Context: an optimization exercise on an open-source flow, tuned for small area, a short achievable clock period and few clock cycles per item. The choices shown serve that exercise and are no tape-out recipe. Power figures rest on the tool's default switching activity, not on a simulated workload.

old:
// sps_eval
module sps_eval (
    input  wire        clk,
    input  wire        rst,           
    input  wire        in_valid,
    output wire        in_ready,
    input  wire [58:0] disc_in,       
    input  wire [42:0] amul_in,       
    input  wire [15:0] pos_in,        
    input  wire [27:0] v0_in,         
    input  wire [30:0] tmul_in,       
    output reg         out_valid,
    output reg  [1:0]  err_out,       
    output wire [57:0] disc_out,      
    output wire [31:0] delta_out      
);
==> flow/config.mk <==
export PLATFORM = sky130hd
export DESIGN_NAME = sps_eval
export DESIGN_NICKNAME = sps_eval
export VERILOG_FILES = /design/flow/design.v
export SDC_FILE = /design/flow/constraint.sdc
export NUM_CORES = 4
export LEC_CHECK = 0
export CAP_MARGIN = 0
export CORE_MARGIN = 2
export CORE_UTILIZATION = 70
export CTS_BUF_LIST = sky130_fd_sc_hd__clkbuf_4 sky130_fd_sc_hd__clkbuf_8
export PLACE_DENSITY = 0.85
export SLEW_MARGIN = 0
==> flow/constraint.sdc <==
create_clock -name core_clock -period 10.0 [get_ports {clk}]
set_input_delay 2.0000 -clock core_clock [delete_from_list [all_inputs] [get_ports {clk}]]
set_output_delay 2.0000 -clock core_clock [all_outputs]
set_load 0.01 [all_outputs]
standard.sh (not shown) runs the stock make flow with config.mk's settings and CLKGATE_MAP_FILE= SYNTH_SCRIPT=/design/flow/synth_recipe.tcl, a recipe that flattens the netlist after the stock synthesis.
==> flow/flow/run.sh <==
#!/bin/bash
set -euo pipefail
export BUFFER_PORTS_ARGS="-buffer_cell sky130_fd_sc_hd__buf_1"
export SETUP_SLACK_MARGIN=5.0
bash standard.sh > standard_flow.log 2>&1
Here is what was changed in the inputs of new compared with old.
--- a/flow/design.v
+++ b/flow/design.v
@@ -38,23 +38,21 @@
         input [1:0]  t;
         reg   [31:0] rs;
         reg   [32:0] df;
         begin
             rs = {r, t};
             df = {1'b0, rs} - {2'b00, s[28:0], 2'b01};
             if (!df[32]) sq_step = {df[29:0], s[27:0], 1'b1};
             else         sq_step = {rs[29:0], s[27:0], 1'b0};
         end
     endfunction
-    wire [60:0] d_ex;
-    wire        d_co;
-    add_bk #(61) u_dadd ({{3{root[15]}}, rad[57:0]}, {{18{root[14]}}, root[14:0], rem[27:0]}, 1'b0, d_ex, d_co);
+    wire signed [60:0] d_ex = {{2{root[15]}}, root[15], rad[57:0]} + {{18{root[14]}}, root[14:0], rem[27:0]};
     wire d_neg = d_ex[60];
     wire d_big = !d_ex[60] && d_ex[58];
     wire [57:0] d = d_ex[57:0];
     wire [59:0] a1 = sq_step(30'd0, 29'd0, d[57:56]);
     wire [59:0] a2 = sq_step(a1[59:29], a1[28:0], d[55:54]);
     wire [59:0] a3 = sq_step(a2[59:29], a2[28:0], d[53:52]);
     wire [32:0] sx  = {1'b0, rem, rad[57:54]};
     wire [32:0] nr3 = {{3{1'b1}}, ~root[26:0], 3'b111};
     wire [32:0] nr4 = {{2{1'b1}}, ~root[26:0], 4'b1100};
     wire [32:0] nr8 = {{2{1'b1}}, ~root[26:0], 4'b1000};
@@ -143,28 +141,28 @@
     wire [31:0] dcs = dx1 ^ nq1 ^ nq2;
     wire [31:0] dcc = (dx1 & nq1) | (dx1 & nq2) | (nq1 & nq2);
     wire [31:0] dd1, dd2, dd3;
     wire        dc1, dc2, dc3;
     add_bk #(32) u_dd1 (dx1, nq1, 1'b0, dd1, dc1);
     add_bk #(32) u_dd2 (dx1, nq2, 1'b0, dd2, dc2);
     add_bk #(32) u_dd3 (dcs, {dcc[30:0], 1'b1}, 1'b0, dd3, dc3);
     wire        dg1 = !dd1[31], dg2 = !dd2[31], dg3 = !dd3[31];
     wire [28:0] drem_nx = dg3 ? dd3[28:0] : dg2 ? dd2[28:0] : dg1 ? dd1[28:0] : {drem[26:0], 2'b00};
     wire [1:0]  dq_nx   = {dg2, dg3 | (dg1 & !dg2)};
-    wire [55:0] ma  = {acc[53:0], 2'b00};
-    wire [55:0] mb  = qb[1] ? {24'd0, tmul2, 1'b0} : 56'd0;
-    wire [55:0] mc  = qb[0] ? {25'd0, tmul2} : 56'd0;
-    wire [55:0] mcs = ma ^ mb ^ mc;
-    wire [55:0] mcc = (ma & mb) | (ma & mc) | (mb & mc);
-    wire [55:0] acc_nx;
-    wire        acc_co;
-    add_bk #(56) u_acc (mcs, {mcc[54:0], 1'b0}, 1'b0, acc_nx, acc_co);
+    wire [32:0] ma  = {acc[30:0], 2'b00};
+    wire [32:0] mb  = qb[1] ? {tmul2, 1'b0} : 33'd0;
+    wire [32:0] mc  = qb[0] ? {2'd0, tmul2} : 33'd0;
+    wire [32:0] mcs = ma ^ mb ^ mc;
+    wire [32:0] mcc = (ma & mb) | (ma & mc) | (mb & mc);
+    wire [33:0] mlo = {1'b0, mcs} + {mcc, 1'b0};
+    wire [22:0] mhi = acc[53:31] + 23'd1;
+    wire [55:0] acc_nx = {mlo[33] ? mhi : acc[53:31], mlo[32:0]};
     wire skip = neg1 | big1 | pz | div0;
     wire drain = side_v && !busy2;
     always @(posedge clk) begin
         if (rst) begin
             busy2     <= 1'b0;
             out_valid <= 1'b0;
             side_v    <= 1'b0;
         end else begin
             out_valid <= 1'b0;
             if (s1 == P_ADD && side_take)
==> notes.md <==
Per the comparison of new with old, power climbed 190 uW, area of placed instances went up, worst-case setup margin in the final layout grew by 520 ps, detail-routed net length per standard cell went down by 3.8%, non-clock inverter instance count of the final layout lost 31%. From old to new the numbers moved as follows: number of antenna violations at the first check in global routing up 8, starting utilization of the core area lower, post-synthesis share of cell area spent on xor and xnor gates now larger, non-filler instance count after layout increased 251, die area shows an increase of 1500 um^2. Shortest clock period the worst path allows after layout in new is 520 ps lower than in old.
No functional check of the RTL was part of any run of this note.

==> static timing again, ports no longer ideal <==
The flow's constraints put no driver on any port. The routed layouts listed below were extracted and timed again, unchanged, in two steps. Step 1: set_driving_cell puts a clkbuf_16 on clk and a buf_2 on each other input, an assumption about the parent block. Step 2, shift: input delay + t, output delay - t, t = (earliest + latest rising clock arrival at the registers) / 2. This alone moves slack from input paths to output paths. a / b / c = ideal ports / drivers / drivers and shift; a / b = the first two.
run | t, ns | slack for setup (ns) | clock arrival spread, ns | cell pins on the clock port's net
old | 0.791 | 4.453 / 4.453 / 4.453 | 0.040 / 0.040 | 1
new | 0.763 | 4.978 / 4.978 / 4.978 | 0.050 / 0.050 | 1
After both steps setup and hold are still met in every run listed.
